What follows belongs to an exercise in optimizing a design on an open flow for small area; a production flow would make more cautious choices. The RTL was checked by simulation tests, not by an equivalence proof against the original design. Power and IR drop assume default switching activity.

==> flow/design.v (outline; a module is shown in full before it is edited, if it fits) <==
// module tr1_demod: 473 lines
// module tr1_mac: 333 lines
module tr1_demod (
    input  wire               clk,
    input  wire               rst,         
    input  wire               start,       
    input  wire [1:0]         car,         
    input  wire [1:0]         lc,          
    input  wire               in_valid,
    input  wire signed [11:0] in_sample,
    input  wire               finish,      
    output wire               lv_valid,
    output wire [1:0]         lv_count,    
    output reg  [5:0]         lv_data,     
    output wire               done,
    output wire [7:0]         status       
);
  // ...
==> flow/run.sh <==
#!/bin/bash
# synth_recipe.tcl (not shown) runs the flow's synth.tcl, then flattens the netlist and writes it again
# the make line also repeats each setting of config.mk as NAME=value (left out here)
make -C /OpenROAD-flow-scripts/flow DESIGN_CONFIG=/design/flow/config.mk WORK_HOME=/design/flow/orfs CLKGATE_MAP_FILE= SYNTH_SCRIPT=/design/flow/synth_recipe.tcl finish
==> flow/config.mk <==
export PLATFORM = sky130hd
export DESIGN_NAME = tr1_demod
export DESIGN_NICKNAME = tr1_demod
export VERILOG_FILES = /design/flow/design.v
export SDC_FILE = /design/flow/constraint.sdc
export NUM_CORES = 4
export LEC_CHECK = 0
export CAP_MARGIN = 20
export CORE_MARGIN = 2
export CORE_UTILIZATION = 40
export CTS_BUF_LIST = sky130_fd_sc_hd__clkbuf_8
export CTS_CLUSTER_DIAMETER = 60
export CTS_CLUSTER_SIZE = 18
export SLEW_MARGIN = 20
==> flow/constraint.sdc <==
create_clock -name core_clock -period 16.0 [get_ports {clk}]
set_input_delay 3.2000 -clock core_clock [delete_from_list [all_inputs] [get_ports {clk}]]
set_output_delay 3.2000 -clock core_clock [all_outputs]
set_load 0.01 [all_outputs]
==> impl_metrics.ini, run 1 <==
[final_layout]
final_util = 0.433
buffers = 126
design.seq.count = 277

[setup_path]
path_common_cell = fa_1
reg2regPathDepth = 39
crit_required_ns = 16.42
slowest_stage = or3_1

[power]
power_leader = combinational logic
finalPower_uw = 2750
clk-power_uw = 522

[sta]
final_max_slew_viol_count = 0

[synth]
synth-xor-area-share = 0.0978
ys_async_sr_fraction = 0
synth_top_family_by_area = adder cells
ys_top_cells_by_area = fa_1, dfxtp_1, edfxtp_1

[cts]
cts_tree = yes
cts-root-buf = clkbuf_8

[drt]
antenna_left = 0
route.detailed.drc = 0
highest-signal-layer = met5

[grt]
grt_pass1_vias = 20300
grt_pass1_wl_um = 123000

[place]
dp_hpwl_um = 59900

[die]
num_rows = 93

[min_path]
hp-class = reg2reg
min_path_cells = 2

[outcome]
outcome = timing/DRC/antenna clean
==> run 2, diff against run 1 <==
==> flow/flow/run.sh (new file) <==
#!/bin/bash
# Layout flow: the standard synthesis, an inverter clean-up of the
# synthesized netlist around the full adders (flow/polarity.py; registers
# and all other cells untouched), then the standard layout from there
# with smaller port buffers and a clock tree without dummy loads.
# Each tool's output goes to a log file of its own in this folder.
set -euo pipefail
W=$(pwd)
R=$W/orfs/results/sky130hd/tr1_demod/base
CTS="-sink_clustering_enable -repair_clock_nets -sink_clustering_size 18 -sink_clustering_max_diameter 60 -buf_list sky130_fd_sc_hd__clkbuf_8 -dont_use_dummy_load"
PORTS="-buffer_cell sky130_fd_sc_hd__buf_1"

bash standard.sh "$R/1_2_yosys.v" > synth.log 2>&1
cp "$R/1_2_yosys.v" "$R/1_2_yosys.std.v"
python3 flow/polarity.py "$R/1_2_yosys.std.v" "$R/1_2_yosys.pol.v" 20 > polarity.log 2>&1
cp "$R/1_2_yosys.pol.v" "$R/1_2_yosys.v"
touch "$R/1_2_yosys.v"
bash standard.sh "CTS_ARGS=$CTS" "BUFFER_PORTS_ARGS=$PORTS" finish > layout.log 2>&1
==> flow/flow/polarity.py (new file) <==
#!/usr/bin/env python3
"""Inverter clean-up for a flat gate-level netlist (Yosys write_verilog style).

A full adder is self-dual: FA(~a, ~b, ~c) = (~sum, ~cout). Synthesis often
leaves inverters between chained full adders. This script chooses, for every
full-adder cell, whether to use it as is or with all its pins complemented,
so as to need the fewest inverters, then rebuilds the inverters: at most one
per net, for the loads that need the complement. Flip-flops and every other
cell are left as they are.

usage: polarity.py in.v out.v
"""
import re, sys, random

FA = "sky130_fd_sc_hd__fa_1"
INV_RE = re.compile(r"^sky130_fd_sc_hd__(clk)?inv_\d+$")
NEW_INV = "sky130_fd_sc_hd__inv_1"
OUT_PINS = {"X", "Y", "Q", "Q_N", "COUT", "SUM", "HI", "LO"}
FA_IN = ("A", "B", "CIN")
FA_OUT = ("COUT", "SUM")

src = open(sys.argv[1]).read()
m = re.search(r"^module\s+(\w+)\s*\((.*?)\);", src, re.S | re.M)
body_start = m.end()
end = src.rindex("endmodule")
body = src[body_start:end]

decl_re = re.compile(r"^\s*(input|output|inout|wire)\b[^;]*;", re.M)
cell_re = re.compile(r"^\s*(sky130_fd_sc_hd__\w+)\s+(\S+)\s*\((.*?)\);", re.S | re.M)
decls = [d.group(0) for d in decl_re.finditer(body)]
cells = []
for c in cell_re.finditer(body):
    pins = [(p, v.strip()) for p, v in re.findall(r"\.(\w+)\(([^()]*)\)", c.group(3))]
    cells.append([c.group(1), c.group(2), pins])
rest = cell_re.sub("", decl_re.sub("", body)).strip()
assert rest == "", "unexpected netlist content: %r" % rest[:200]

ports_out = set()
for d in decls:
    mm = re.match(r"\s*output\s+(\[\d+:\d+\]\s*)?(\S+)\s*;", d)
    if mm:
        name = mm.group(2)
        if mm.group(1):
            hi, lo = map(int, re.findall(r"\d+", mm.group(1)))
            for i in range(lo, hi + 1):
                ports_out.add("%s[%d]" % (name, i))
        else:
            ports_out.add(name)

# inverters: output net -> input net
inv_of = {}
inv_cells = set()
for i, (t, n, pins) in enumerate(cells):
    if INV_RE.match(t):
        pd = dict(pins)
        inv_of[pd["Y"]] = pd["A"]
        inv_cells.add(i)

def base(net):
    par = 0
    seen = 0
    while net in inv_of:
        net = inv_of[net]
        par ^= 1
        seen += 1
        assert seen < 1000
    return net, par

# loads of each base net: (cell index or None for a port, pin, parity)
loads = {}
driver = {}
for i, (t, n, pins) in enumerate(cells):
    if i in inv_cells:
        continue
    for p, v in pins:
        if p in OUT_PINS:
            driver[v] = (i, p)
        else:
            b, par = base(v)
            loads.setdefault(b, []).append((i, p, par))

fa_cells = [i for i, c in enumerate(cells) if c[0] == FA]
flip = {i: 0 for i in fa_cells}
# a full adder that drives an output port (directly or through inverters)
# keeps its polarity
port_bases = {}
for o in ports_out:
    b, par = base(o)
    port_bases.setdefault(b, []).append((o, par))
fixed = set()
for i in fa_cells:
    for p, v in cells[i][2]:
        if p in OUT_PINS and v in port_bases:
            fixed.add(i)

def net_cost(b):
    d = driver.get(b)
    dp = flip.get(d[0], 0) if d else 0
    for (ci, p, par) in loads.get(b, []):
        need = par ^ (flip.get(ci, 0) if ci is not None else 0)
        if need != dp:
            return 1
    return 0

# nets touching each full adder
fa_nets = {}
for i in fa_cells:
    ns = set()
    for p, v in cells[i][2]:
        ns.add(base(v)[0] if p not in OUT_PINS else v)
    fa_nets[i] = ns

all_bases = set(loads)
before = sum(net_cost(b) for b in all_bases)
rng = random.Random(1)
best = None
for trial in range(int(sys.argv[3]) if len(sys.argv) > 3 else 20):
    if trial:
        for i in fa_cells:
            flip[i] = rng.randint(0, 1) if i not in fixed else 0
    improved = True
    rounds = 0
    while improved and rounds < 100:
        improved = False
        rounds += 1
        order = list(fa_cells)
        rng.shuffle(order)
        for i in order:
            if i in fixed:
                continue
            ns = fa_nets[i]
            c0 = sum(net_cost(b) for b in ns)
            flip[i] ^= 1
            c1 = sum(net_cost(b) for b in ns)
            if c1 < c0 or (c1 == c0 and rng.random() < 0.3 and rounds < 60):
                improved = improved or c1 < c0
            else:
                flip[i] ^= 1
    cost = sum(net_cost(b) for b in all_bases)
    if best is None or cost < best[0]:
        best = (cost, dict(flip))
flip = best[1]
after = best[0]

def esc(v, suffix):
    return (v + suffix) if not v.startswith("\\") else (v + suffix)

# physical name of each base net: a flipped full adder's outputs are renamed,
# since they now carry the complement
phys = {}
new_wires = []
for i in fa_cells:
    if flip[i]:
        for p, v in cells[i][2]:
            if p in OUT_PINS:
                phys[v] = esc(v, "_pn")
                new_wires.append("  wire %s ;" % phys[v] if v.startswith("\\") else "  wire %s;" % phys[v])

def pname(b):
    return phys.get(b, b)

new_cells = []
conn = {}
inv_net = {}
k = 0
for b, ls in loads.items():
    d = driver.get(b)
    dp = flip.get(d[0], 0) if d else 0
    for (ci, p, par) in ls:
        need = par ^ (flip.get(ci, 0) if ci is not None else 0)
        if need == dp:
            target = pname(b)
        else:
            if b not in inv_net:
                y = "pol_inv_%d_y" % k
                inv_net[b] = y
                new_wires.append("  wire %s;" % y)
                new_cells.append([NEW_INV, "pol_inv_%d" % k, [("A", pname(b)), ("Y", y)]])
                k += 1
            target = inv_net[b]
        conn[(ci, p)] = target

out_cells = []
for i, (t, n, pins) in enumerate(cells):
    if i in inv_cells:
        continue
    np_ = []
    for p, v in pins:
        if p in OUT_PINS:
            np_.append((p, pname(v) if (i in flip and flip[i]) else v))
        else:
            np_.append((p, conn.get((i, p), v)))
    out_cells.append([t, n, np_])

# output ports that are inverter outputs: one inverter each, as before
for b, lst in port_bases.items():
    for (o, par) in lst:
        if par == 0:
            assert b == o
            continue
        assert not (driver.get(b) and flip.get(driver[b][0], 0))
        new_cells.append([NEW_INV, "pol_port_inv_%d" % k, [("A", pname(b)), ("Y", o)]])
        k += 1

def fmt(c):
    t, n, pins = c
    def net(v):
        return v + " " if v.startswith("\\") else v
    return "  %s %s (\n%s\n  );" % (t, net(n), ",\n".join("    .%s(%s)" % (p, net(v)) for p, v in pins))

used = set()
for c in out_cells + new_cells:
    for p, v in c[2]:
        used.add(v)
out = [src[:body_start], "\n".join(decls), "\n".join(w for w in new_wires)]
out += [fmt(c) for c in out_cells + new_cells]
out.append("endmodule\n")
open(sys.argv[2], "w").write("\n".join(out))
nflip = sum(flip.values())
print("full adders %d, flipped %d; inverters before %d (nets needing one %d), after %d"
      % (len(fa_cells), nflip, len(inv_cells), before, len(new_cells)))
==> flow/standard.sh (new file) <==
#!/bin/bash
# synth_recipe.tcl (not shown) runs the flow's synth.tcl, then flattens the netlist and writes it again
# the make line also repeats each setting of config.mk as NAME=value (left out here)
make -C /OpenROAD-flow-scripts/flow DESIGN_CONFIG=/design/flow/config.mk WORK_HOME=/design/flow/orfs CLKGATE_MAP_FILE= SYNTH_SCRIPT=/design/flow/synth_recipe.tcl "${@:-finish}"
removed: flow/run.sh
==> impl_metrics.ini, run 2 <==
[outcome]
outcome = timing/DRC/antenna clean

[drt]
dr.pass1.iters = 9
drt-initial-drc-count = 1524
route.detailed.drc = 0
antenna_left = 0
vias = 19600
via_per_inst = 5.68
wire_per_inst_um = 22.6
wl_um = 78100

[die]
ios = 39
start_util = 0.403
die_w_um = 258
die_h_um = 258
die-area_mm2 = 0.0666
num_rows = 93
coreArea_mm2 = 0.0641

[grt]
grt_max_degree = 66
grt_pass1_wl_um = 122000
grt-ovfl-total = 0
grt_usage = 0.235
grt_pass1_vias = 20400
antenna_found_initial = 2

[cts]
cts_max_path_buffers = 3
hold_buffers = 0
postCtsResizedCells = 0
htree_num_levels = 1
cts_buffers = 28
clkTransAtPathRegs_ns = 0.10
post-cts-setup-buffers = 0
numClockSinks = 277
cts_tree = yes
cts-root-buf = clkbuf_8
clock_latency_ns = 0.68

[min_path]
min_path_cells = 2
hp-start = xr[17]
hp-class = reg2reg

[final_layout]
fillers = 6281
final_cell_mix = fa_1, nand2_1, dfxtp_1, xnor2_1, inv_1
nNetsFinal = 3033
ff_latch_area_mm2 = 0.00631
mostFrequentLayoutCell = fa_1
layout-drive-gt1-share = 0.0757
stdcell_area_mm2 = 0.0271
reg_top3 = xr x54, hacc x29
top_register = xr
area_growth_pct = 4.84
largest_reg_flops = 54
multi_input_area_mm2 = 0.0179

[sta]
relSlewSlack = 0.313
final_max_slew_viol_count = 0
finalHoldViolCount = 0
tightestPinTransition_ns = 1.02
finalCriticalPeriod_ns = 14.54
clock_skew_ns = 0.109
setup_tns_ns = 0
rsz0062_at_grt = false
setup_slack_ns = 1.46
fin_crit_sh = 0.909
fmax_mhz = 68.8
fin_hold_ws_ns = 0.384
setup_viol = 0

[setup_path]
crit_path_max_incr_delay_ns = 0.46
reg2regPathDepth = 37
crit_required_ns = 16.57
start_kind = input port
startpoint = in_valid
r2r_start = lo[0]
slowest_stage = fa_1
setup.worst_path.end_class = flip-flop
path_max_fanout = 8
path_common_cell = fa_1
critPathArrivalTime_ns = 15.11
critPathKind = in2reg

[place]
dpl_cell_area_mm2 = 0.0267
port-buffer-count = 35
dp_hpwl_um = 58800
gp_congestion = 0.972
place_ws_ns = 0.697

[synth]
synth_cells = 2665
syn_area_mm2 = 0.0258
yosysWarnings = 1
syn_avg_cell_area_um2 = 9.69

[power]
finalPower_uw = 2570
powerDensity_mw_per_mm2 = 95.1
peakVddDrop_mv = 0.0881
leakage_uw = 0.0115

[flow_run]
cap_violations = 0
run 2: power breakdown:
| group | leakage (µW) | switching (µW) | internal (µW) |
|---|---|---|---|
| Combinational | 0.00892 | 681 | 506 |
| Clock | 0.000201 | 235 | 154 |
| Sequential | 0.00237 | 65.1 | 933 |
run 2: stage by stage:
| step | utilization | cells |
|---|---|---|
| 4_1_cts | 0.422 | 3445 |
| 2_1_floorplan | - | 2666 |
| 6_report | 0.422 | 3448 |
| 3_3_place_gp | 0.416 | 3417 |
| 5_1_grt | 0.422 | 3447 |
| 3_5_place_dp | 0.416 | 3417 |
run 2: final timing paths:
path / to / slack, ns
max: xr[53] / 1.46
min: xr[16] / 0.38
max reg2reg: xr[53] / 1.99
min reg2reg: xr[16] / 0.38
run 2: final cells by class:
class / count / area share
Antenna cell: 3 / 0.000277
Clock buffer: 28 / 0.0142
Inverter: 168 / 0.0234
Tap cell: 855 / 0.0395
Multi-Input combinational cell: 1993 / 0.660
Sequential cell: 277 / 0.233
Timing Repair Buffer: 124 / 0.0300
run 2: critical path: cells and delay by family:
| family | cells | cell delay [ns] |
|---|---|---|
| AOI/OAI and AO/OA | 1 | 0.22 |
| xor gates and xnor gates | 2 | 0.39 |
| adders and majority gates | 26 | 9.94 |
| buffers and inverters | 2 | 0.44 |
| and+or+nand+nor | 4 | 0.93 |
run 2: routing by layer:
metal,part of all wire,wire length [µm],GRT usage,up-vias
met3,0.075,5840,0.0494,181
met1,0.42,32700,0.307,9774
li1,-,-,-,8906
met2,0.47,36500,0.385,731
met5,0,0,0,-
met4,0.039,3080,0.0877,0
==> run 3, diff against run 2 <==
==> flow/flow/run.sh (replaced) <==
#!/bin/bash
# Layout flow:
#  1. the standard synthesis (standard.sh), unchanged;
#  2. flow/polarity.py: each full adder of the netlist is used as is or with
#     all pins complemented (a full adder is self-dual), to need the fewest
#     inverters next to full adders, half adders and flip-flops;
#  3. Yosys/ABC re-map the plain logic gates (flow/remap.abc, area-oriented);
#     flip-flops, full and half adders and tie cells stay as they are, so
#     every register keeps its name and cell;
#  4. the standard layout from that netlist, with buf_1 port buffers and
#     a clock tree of clkbuf_8 without dummy loads.
# Each tool's output goes to a log file of its own in this folder.
set -euo pipefail
W=$(pwd)
R=$W/orfs/results/sky130hd/tr1_demod/base
LIB=$FLOW_HOME/platforms/sky130hd/lib/sky130_fd_sc_hd__tt_025C_1v80.lib
CTS="-sink_clustering_enable -repair_clock_nets -sink_clustering_size 18 -sink_clustering_max_diameter 60 -buf_list sky130_fd_sc_hd__clkbuf_8 -dont_use_dummy_load"
PORTS="-buffer_cell sky130_fd_sc_hd__buf_1"

bash standard.sh "$R/1_2_yosys.v" > synth.log 2>&1
cp "$R/1_2_yosys.v" "$R/1_2_yosys.std.v"

python3 flow/polarity.py "$R/1_2_yosys.std.v" "$R/1_2_yosys.pol.v" 20 --free-logic > polarity.log 2>&1

DU=$(sed 's/^/-dont_use /' flow/dont_use.txt | tr '\n' ' ')
printf 'set_driving_cell sky130_fd_sc_hd__buf_1\nset_load 5\n' > abc.constr
# functional models of the plain logic cells, for Yosys to flatten
cat > models.ys <<EOY
read_liberty -ignore_miss_func $LIB
delete sky130_fd_sc_hd__fa_* sky130_fd_sc_hd__ha_* sky130_fd_sc_hd__*df* sky130_fd_sc_hd__conb_1 sky130_fd_sc_hd__dl* sky130_fd_sc_hd__*lpflow* sky130_fd_sc_hd__e* sky130_fd_sc_hd__decap* sky130_fd_sc_hd__diode* sky130_fd_sc_hd__probe* sky130_fd_sc_hd__macro* sky130_fd_sc_hd__sdf* sky130_fd_sc_hd__fah* sky130_fd_sc_hd__maj3*
write_verilog -noattr $W/models.v
EOY
yosys -l models.log models.ys > /dev/null 2>&1

cat > remap.ys <<EOY
read_liberty -lib $LIB
read_verilog -overwrite $W/models.v
read_verilog $R/1_2_yosys.pol.v
hierarchy -check -top $FLOW_TOP
flatten -noscopeinfo
simplemap
opt -fast
opt_clean -purge
abc -script $W/flow/remap.abc -liberty $LIB $DU -constr $W/abc.constr -D $FLOW_PERIOD_NS
opt_clean -purge
setundef -zero
hilomap -singleton -hicell sky130_fd_sc_hd__conb_1 HI -locell sky130_fd_sc_hd__conb_1 LO
splitnets
opt_clean -purge
insbuf -buf sky130_fd_sc_hd__buf_4 A X
stat -liberty $LIB
write_verilog -noattr -nohex -nodec $R/1_2_yosys.remap.v
EOY
yosys -l remap.log remap.ys > /dev/null 2>&1

cp "$R/1_2_yosys.remap.v" "$R/1_2_yosys.v"
touch "$R/1_2_yosys.v"
bash standard.sh "CTS_ARGS=$CTS" "BUFFER_PORTS_ARGS=$PORTS" finish > layout.log 2>&1
==> flow/flow/dont_use.txt (new file) <==
sky130_fd_sc_hd__probe_p_8
sky130_fd_sc_hd__probec_p_8
sky130_fd_sc_hd__lpflow_bleeder_1
sky130_fd_sc_hd__lpflow_clkbufkapwr_1
sky130_fd_sc_hd__lpflow_clkbufkapwr_16
sky130_fd_sc_hd__lpflow_clkbufkapwr_2
sky130_fd_sc_hd__lpflow_clkbufkapwr_4
sky130_fd_sc_hd__lpflow_clkbufkapwr_8
sky130_fd_sc_hd__lpflow_clkinvkapwr_1
sky130_fd_sc_hd__lpflow_clkinvkapwr_16
sky130_fd_sc_hd__lpflow_clkinvkapwr_2
sky130_fd_sc_hd__lpflow_clkinvkapwr_4
sky130_fd_sc_hd__lpflow_clkinvkapwr_8
sky130_fd_sc_hd__lpflow_decapkapwr_12
sky130_fd_sc_hd__lpflow_decapkapwr_3
sky130_fd_sc_hd__lpflow_decapkapwr_4
sky130_fd_sc_hd__lpflow_decapkapwr_6
sky130_fd_sc_hd__lpflow_decapkapwr_8
sky130_fd_sc_hd__lpflow_inputiso0n_1
sky130_fd_sc_hd__lpflow_inputiso0p_1
sky130_fd_sc_hd__lpflow_inputiso1n_1
sky130_fd_sc_hd__lpflow_inputiso1p_1
sky130_fd_sc_hd__lpflow_inputisolatch_1
sky130_fd_sc_hd__lpflow_isobufsrc_1
sky130_fd_sc_hd__lpflow_isobufsrc_16
sky130_fd_sc_hd__lpflow_isobufsrc_2
sky130_fd_sc_hd__lpflow_isobufsrc_4
sky130_fd_sc_hd__lpflow_isobufsrc_8
sky130_fd_sc_hd__lpflow_isobufsrckapwr_16
sky130_fd_sc_hd__lpflow_lsbuf_lh_hl_isowell_tap_1
sky130_fd_sc_hd__lpflow_lsbuf_lh_hl_isowell_tap_2
sky130_fd_sc_hd__lpflow_lsbuf_lh_hl_isowell_tap_4
sky130_fd_sc_hd__lpflow_lsbuf_lh_isowell_4
sky130_fd_sc_hd__lpflow_lsbuf_lh_isowell_tap_1
sky130_fd_sc_hd__lpflow_lsbuf_lh_isowell_tap_2
sky130_fd_sc_hd__lpflow_lsbuf_lh_isowell_tap_4
--- a/flow/flow/polarity.py
+++ b/flow/flow/polarity.py
@@ -95,10 +95,23 @@
 
+FREE_LOGIC = "--free-logic" in sys.argv
+FIXED_TYPES = re.compile(r"^sky130_fd_sc_hd__(ha_|e?dfx|dfr|dfs|sdf|dl|conb)")
+
+def is_free(ci):
+    # a logic gate: a later re-mapping absorbs inverters at its pins
+    if not FREE_LOGIC or ci is None:
+        return False
+    t = cells[ci][0]
+    return t != FA and not FIXED_TYPES.match(t)
+
 def net_cost(b):
     d = driver.get(b)
+    needs = set()
+    for (ci, p, par) in loads.get(b, []):
+        if is_free(ci):
+            continue
+        needs.add(par ^ (flip.get(ci, 0) if ci is not None else 0))
+    if d and is_free(d[0]):
+        return 1 if len(needs) == 2 else 0
     dp = flip.get(d[0], 0) if d else 0
-    for (ci, p, par) in loads.get(b, []):
-        need = par ^ (flip.get(ci, 0) if ci is not None else 0)
-        if need != dp:
-            return 1
-    return 0
+    return 1 if any(n != dp for n in needs) else 0
 
@@ -116,3 +129,3 @@
 best = None
-for trial in range(int(sys.argv[3]) if len(sys.argv) > 3 else 20):
+for trial in range(int(sys.argv[3]) if len(sys.argv) > 3 and sys.argv[3].isdigit() else 20):
     if trial:
==> flow/flow/remap.abc (new file) <==
&get -n
&st
&dch
&nf -a
&st
&syn2
&if -g -K 6
&synch2
&nf -a
&st
&dch
&nf -a
&put
==> impl_metrics.ini, run 3 <==
[grt]
met2_usage = 0.381
met1_usage = 0.329
top_usage_layer = met2
use_met3 = 0.0360
grt_max_degree = 67
grt_pass1_vias = 19000
grt-ovfl-total = 0
grt_pass1_wl_um = 112000
antenna_found_initial = 0
grt_usage = 0.238

[drt]
via_per_inst = 5.80
drt-initial-drc-count = 1526
dr.pass1.iters = 7
route.detailed.drc = 0
wire_per_inst_um = 22.6
wl_um = 70700
antenna_left = 0
vias = 18100

[final_layout]
nNetsFinal = 2801
reg_top3 = xr x54, hacc x29
area_growth_pct = 9.13
fillers = 5493
largest_reg_flops = 54
final_util = 0.441
stdcell_area_mm2 = 0.0254
layout-drive-gt1-share = 0.0522
final_cell_mix = fa_1, nand2_1, dfxtp_1, xnor2_1, a22oi_1
final_cells = 3124
top_register = xr
mostFrequentLayoutCell = fa_1

[sta]
rsz0062_at_grt = false
relSlewSlack = 0.313
finalCriticalPeriod_ns = 14.53
setup_slack_ns = 1.47
setup_viol = 0
tightestPinTransition_ns = 1.03
clock_skew_ns = 0.0870
fmax_mhz = 68.8
setup_tns_ns = 0
finalHoldViolCount = 0
final_max_slew_viol_count = 0
fin_crit_sh = 0.908

[place]
place_ws_ns = 0.669
place_inst = 3094
dpl_cell_area_mm2 = 0.0250
port-buffer-count = 35
gp_congestion = 0.901
dp_hpwl_um = 53500

[die]
start_util = 0.404
coreArea_mm2 = 0.0577
die-area_mm2 = 0.0602
die_w_um = 245
die_h_um = 245
num_rows = 88
ios = 39

[setup_path]
slowest_stage = and3_1
critPathBufInv = 3
path_common_cell = fa_1
crit_path_max_incr_delay_ns = 0.63
path_delay_family = adder cells
critPathArrivalTime_ns = 15.04
start_kind = input port
startpoint = in_valid
path_max_fanout = 24
r2r_start = lo[1]
setup.worst_path.end_class = flip-flop
critPathKind = in2reg
crit_required_ns = 16.52

[cts]
htree_num_levels = 1
cts_tree = yes
cts_buffers = 29
numClockSinks = 277
cts-root-buf = clkbuf_8
hold_buffers = 0
post-cts-setup-buffers = 0
cts_max_path_buffers = 3
clock_latency_ns = 0.64
postCtsResizedCells = 0
clkTransAtPathRegs_ns = 0.10

[outcome]
outcome = timing/DRC/antenna clean

[power]
leakage_uw = 0.0107
powerDensity_mw_per_mm2 = 95.2
peakVddDrop_mv = 0.0734

[synth]
synth_cells = 2215
syn_area_mm2 = 0.0233
yosysWarnings = 1
syn_avg_cell_area_um2 = 10.5

[flow_run]
cap_violations = 0

[min_path]
hp-class = reg2reg
hp-start = xr[1]
[run 3: tightest hold or removal path, cell delays in order, from the launching register on]
cell and delay (ns):
dfxtp_1 0.30, nand2_1 0.04, nand2_1 0.09
[run 3: final cells by class]
| cell class | instances | area, µm² | share of cell area |
|---|---|---|---|
| multi-input combinational | 1885 | 16800 | 0.661 |
| sequential | 277 | 6310 | 0.248 |
| tap | 765 | 957 | 0.0376 |
| timing repair buffer | 120 | 769 | 0.0302 |
| clock buffer | 29 | 399 | 0.0157 |
| inverter | 47 | 179 | 0.00703 |
| antenna | 1 | 2.50 | 0.0000984 |
[run 3: per-layer routing]
metal  wire [µm]  vias to the layer above
met3        4640                      162
met4        2390                        0
li1            -                     8181
met5           0                        -
met1       30900                     9036
met2       32900                      736
[run 3: report_power, final]
part | switching (µW) | leakage [µW] | internal, µW
registers | 41.5 | 0.00237 | 909
clock network | 236 | 0.000209 | 160
logic | 612 | 0.00811 | 465
total | 889 | 0.0107 | 1530
[run 3: through the flow]
step	total power, µW	hold slack [ns]
3_5_place_dp	2040	0.406
6_report	2420	0.414
2_1_floorplan	1720	0.392
4_1_cts	2450	0.396
3_3_place_gp	2020	0.406
5_1_grt	2640	0.424
[run 3: final timing paths]
path	end	slack, ns	cells past startpoint
hold / removal	xr[0]	0.41	2
hold reg to reg	xr[0]	0.41	2
setup reg to reg	y2[26]	2.63	38
setup / recovery	xr[53]	1.47	35
==> run 4, diff against run 3 <==
--- a/flow/flow/run.sh
+++ b/flow/flow/run.sh
@@ -6,3 +6,3 @@
 #     inverters next to full adders, half adders and flip-flops;
-#  3. Yosys/ABC re-map the plain logic gates (flow/remap.abc, area-oriented);
+#  3. Yosys/ABC re-map the plain logic gates (flow/remap.abc, area mapping);
 #     flip-flops, full and half adders and tie cells stay as they are, so
==> flow/flow/remap.abc (replaced) <==
strash
&get -n
&syn2
&put
dch
amap
==> impl_metrics.ini, run 4 <==
[cts]
numClockSinks = 277
htree_num_levels = 2
cts_buffers = 36
postCtsResizedCells = 0
cts-root-buf = clkbuf_8
cts_tree = yes
cts_max_path_buffers = 3
post-cts-setup-buffers = 0
clkTransAtPathRegs_ns = 0.10
clock_latency_ns = 0.65
hold_buffers = 0

[final_layout]
final_cell_mix = fa_1, nor2_1, o21ai_0, o22ai_1, nand2_1
layout-drive-gt1-share = 0.0540
fillers = 5562
largest_reg_flops = 54
top_register = xr
n_antenna_cell = 0
nNetsFinal = 3034
reg_top3 = xr x54, hacc x29
mostFrequentLayoutCell = fa_1
area_growth_pct = 9.96

[sta]
finalCriticalPeriod_ns = 14.71
setup_viol = 0
tightestPinTransition_ns = 1.05
setup_slack_ns = 1.29
fmax_mhz = 68.0
fin_hold_ws_ns = 0.372
finalHoldViolCount = 0
setup_tns_ns = 0
clock_skew_ns = 0.114
rsz0062_at_grt = false
fin_crit_sh = 0.919
final_max_slew_viol_count = 0
relSlewSlack = 0.292

[drt]
drt-initial-drc-count = 1589
dr.pass1.iters = 6
vias = 19400
via_per_inst = 5.81
antenna_left = 0
wl_um = 74500
route.detailed.drc = 0
wire_per_inst_um = 22.3

[grt]
antenna_found_initial = 0
grt_usage = 0.254
grt_pass1_wl_um = 116000
grt_max_degree = 68
grt-ovfl-total = 0
grt_pass1_vias = 19400

[min_path]
hp-class = reg2reg
hp-start = xr[49]

[synth]
yosysWarnings = 1
synth_cells = 2438
syn_avg_cell_area_um2 = 9.34
syn_area_mm2 = 0.0228

[setup_path]
path_delay_family = adder cells
crit_required_ns = 16.38
path_max_fanout = 24
crit_path_max_incr_delay_ns = 0.46
critPathKind = in2reg
slowest_stage = fa_1
setup.worst_path.end_class = flip-flop
critPathBufInv = 5
startpoint = in_valid
start_kind = input port
path_common_cell = fa_1
critPathArrivalTime_ns = 15.09
r2r_start = lo[1]

[outcome]
outcome = timing/DRC/antenna clean

[die]
ios = 39
die-area_mm2 = 0.0589
coreArea_mm2 = 0.0564
num_rows = 87
start_util = 0.404
die_w_um = 243
die_h_um = 243

[power]
leakage_uw = 0.00996
finalPower_uw = 2510
powerDensity_mw_per_mm2 = 100
peakVddDrop_mv = 0.0898

[flow_run]
cap_violations = 0

[place]
gp_congestion = 0.944
dp_hpwl_um = 57100
port-buffer-count = 35
place_ws_ns = 0.520
==> run 4: per-layer routing <==
metal	wire length, µm	vias up	share of wire	global-route usage
li1	-	9206	-	-
met1	32300	9423	0.43	0.343
met2	34900	668	0.47	0.416
met3	4460	145	0.060	0.0368
met4	2810	0	0.038	0.0951
met5	0	-	0	0
==> run 4: area by class of cell <==
| type | count | area, µm² | share of cell area |
|---|---|---|---|
| inverter | 152 | 574 | 0.0229 |
| sequential | 277 | 6310 | 0.252 |
| clock buffer | 36 | 495 | 0.0198 |
| multi-input combinational | 2003 | 15900 | 0.636 |
| timing repair buffer | 123 | 792 | 0.0316 |
| tap | 756 | 946 | 0.0378 |
==> run 4: path summary, 6_finish.rpt <==
path / to / slack [ns] / cells past startpoint
max: y1[26] / 1.29 / 39
min: xr[48] / 0.37 / 1
max reg2reg: y1[26] / 1.60 / 44
min reg2reg: xr[48] / 0.37 / 1
==> run 4: through the flow <==
step            util  instances  cell area, µm²
2_1_floorplan      -       2439           22800
3_3_place_gp   0.435       3311           24500
3_5_place_dp   0.435       3311           24500
4_1_cts        0.444       3347           25000
5_1_grt        0.444       3347           25000
6_report       0.444       3347           25000
==> run 4: where the power goes <==
part           total [µW]  switching [µW]  leakage, µW  internal [µW]
registers             951            39.2      0.00236            912
logic                1100             632      0.00734            466
clock network         458             259     0.000259            199
total                2510             930      0.00996           1580
==> run 5, diff against run 4 <==
--- a/flow/config.mk
+++ b/flow/config.mk
@@ -7,3 +7,3 @@
 export LEC_CHECK = 0
-export CAP_MARGIN = 20
+export CAP_MARGIN = 10
 export CORE_MARGIN = 2
@@ -13,2 +13,3 @@
 export CTS_CLUSTER_SIZE = 18
-export SLEW_MARGIN = 20
+export GPL_TIMING_DRIVEN = 0
+export SLEW_MARGIN = 10
==> impl_metrics.ini, run 5 <==
[place]
place_inst = 3257
place_ws_ns = -1.83
gp_congestion = 0.932
dp_hpwl_um = 53200
dpl_cell_area_mm2 = 0.0244
port-buffer-count = 35

[final_layout]
fillers = 5493
nNetsFinal = 2977
final_cells = 3290
n_antenna_cell = 0
top_register = xr
ff_latch_area_mm2 = 0.00631
area_growth_pct = 9.36
reg_top3 = xr x54, hacc x29
stdcell_area_mm2 = 0.0249
multi_input_area_mm2 = 0.0160
layout-drive-gt1-share = 0.0446
final_cell_mix = fa_1, nor2_1, o21ai_0, o22ai_1, nand2_1
largest_reg_flops = 54
mostFrequentLayoutCell = fa_1

[cts]
cts_buffers = 30
hold_buffers = 0
clock_latency_ns = 0.68
cts-root-buf = clkbuf_8
cts_max_path_buffers = 3
clkTransAtPathRegs_ns = 0.10
numClockSinks = 277
cts_tree = yes
htree_num_levels = 1

[die]
die_h_um = 243
coreArea_mm2 = 0.0564
die_w_um = 243
start_util = 0.404
die-area_mm2 = 0.0589
ios = 39
num_rows = 87

[grt]
antenna_found_initial = 0
grt_pass1_vias = 19400
grt_usage = 0.238
grt_pass1_wl_um = 111000
grt-ovfl-total = 0
grt_max_degree = 109

[sta]
fin_crit_sh = 0.969
final_max_slew_viol_count = 0
finalHoldViolCount = 0
setup_tns_ns = 0
fin_hold_ws_ns = 0.422
setup_slack_ns = 0.500
finalCriticalPeriod_ns = 15.50
rsz0062_at_grt = false
relSlewSlack = 0.168
tightestPinTransition_ns = 1.25
clock_skew_ns = 0.113
setup_viol = 0
fmax_mhz = 64.5

[setup_path]
critPathArrivalTime_ns = 16.01
path_max_fanout = 24
path_common_cell = fa_1
start_kind = input port
critPathKind = in2reg
crit_path_max_incr_delay_ns = 0.47
setup.worst_path.end_class = flip-flop
crit_required_ns = 16.51
slowest_stage = fa_1

[drt]
wire_per_inst_um = 21.1
via_per_inst = 5.77
drt-initial-drc-count = 1332
dr.pass1.iters = 5
wl_um = 69500
route.detailed.drc = 0
antenna_left = 0
vias = 19000

[power]
powerDensity_mw_per_mm2 = 97.7
leakage_uw = 0.00976
peakVddDrop_mv = 0.0948

[min_path]
hp-class = reg2reg

[synth]
syn_area_mm2 = 0.0228
syn_avg_cell_area_um2 = 9.34
synth_cells = 2438
yosysWarnings = 1

[outcome]
outcome = timing/DRC/antenna clean

[flow_run]
cap_violations = 0
## run 5: changes by cell type in the layout (fill, tap and decap cells not counted), sizes merged
cell      previous run  this run
inv                  0         2
buf                123        72
clkinv             152       146
clkbuf              36        30
clkinvlp             0         4
## run 5: final timing paths
kind,slack [ns],cells past startpoint,endpoint,startpoint
max,0.50,38,xr[51],in_valid
min,0.42,1,xr[19],xr[20]
max reg2reg,0.54,41,y1[26],lo[3]
min reg2reg,0.42,1,xr[19],xr[20]
## run 5: layer usage
metal  up-vias  global-route usage  routed length (µm)  part of all wire
met3       123              0.0366                3980             0.057
met2       602               0.383               32100              0.46
met5         -                   0                   0                 0
met1      9168               0.325               30900              0.44
met4         0              0.0855                2620             0.038
li1       9089                   -                   -                 -
## run 5: layout make-up
| type | instances | share of cell area |
|---|---|---|
| multi-input cells | 2003 | 0.643 |
| clock buffers | 30 | 0.0166 |
| repair buffers | 65 | 0.0227 |
| flip-flops and latches | 277 | 0.253 |
| plain buffers | 7 | 0.00211 |
| well taps | 756 | 0.0380 |
| inverters | 152 | 0.0242 |
## run 5: through the flow
| stage | utilization | total power, µW |
|---|---|---|
| 2_1_floorplan | - | 1720 |
| 3_3_place_gp | 0.423 | 2010 |
| 3_5_place_dp | 0.433 | 2040 |
| 4_1_cts | 0.441 | 2470 |
| 5_1_grt | 0.442 | 2660 |
| 6_report | 0.442 | 2430 |
## run 5: what timing repair did
action | in CTS | in global routing
cloned | 0 | 0
buffers inserted | 0 | 3
gates resized for setup | 7 | 9
pin swaps | 0 | 0
endpoints found under the setup margin | 23 | 22
endpoints found under the hold margin | 0 | 0
## run 5: power breakdown
part           switching (µW)  internal [µW]
Sequential               40.4            911
Combinational             618            459
Clock                     240            165
## run 5: worst max-delay path, delay by kind of cell
kind                       cells  cell delay (ns)
and+or+nand+nor                3             0.75
adders and majority gates     27            10.15
buffers and inverters          4             0.74
AOI/OAI and AO/OA              4             1.11

[re-timing with driven ports]
How much do the figures lean on ideal ports? The routed layouts below were timed once more, with nothing changed but the port constraints. Step 1 assumes that a clkbuf_16 drives the clock port and a buf_2 every other input. Step 2 moves the port delays by t, midway between the first and last clock arrival at a register: inputs arrive t later, outputs are due t later. That takes back most of the time a late clock gives input paths. Slacks: no drivers / after step 1 / after step 2; pairs: no drivers / after step 1.
run | shift t [ns] | setup WS [ns] | latest minus earliest clock arrival (ns) | worst data-port slew with drivers (ns)
run 1 | 0.704 | 1.225 / 1.246 / 0.542 | 0.062 / 0.061 | 0.04
run 2 | 0.686 | 1.459 / 1.483 / 0.797 | 0.115 / 0.116 | 0.04
run 3 | 0.658 | 1.474 / 1.470 / 0.811 | 0.100 / 0.099 | 0.06
run 4 | 0.643 | 1.294 / 1.322 / 0.679 | 0.114 / 0.114 | 0.05
run 5 | 0.672 | 0.500 / 0.526 / -0.146 | 0.118 / 0.118 | 0.05
Met with ideal ports but missed after step 2: setup timing in run 5. For run 1, which loses most, drivers alone change the setup slack by +0.021 ns; drivers and shift together by -0.683 ns.
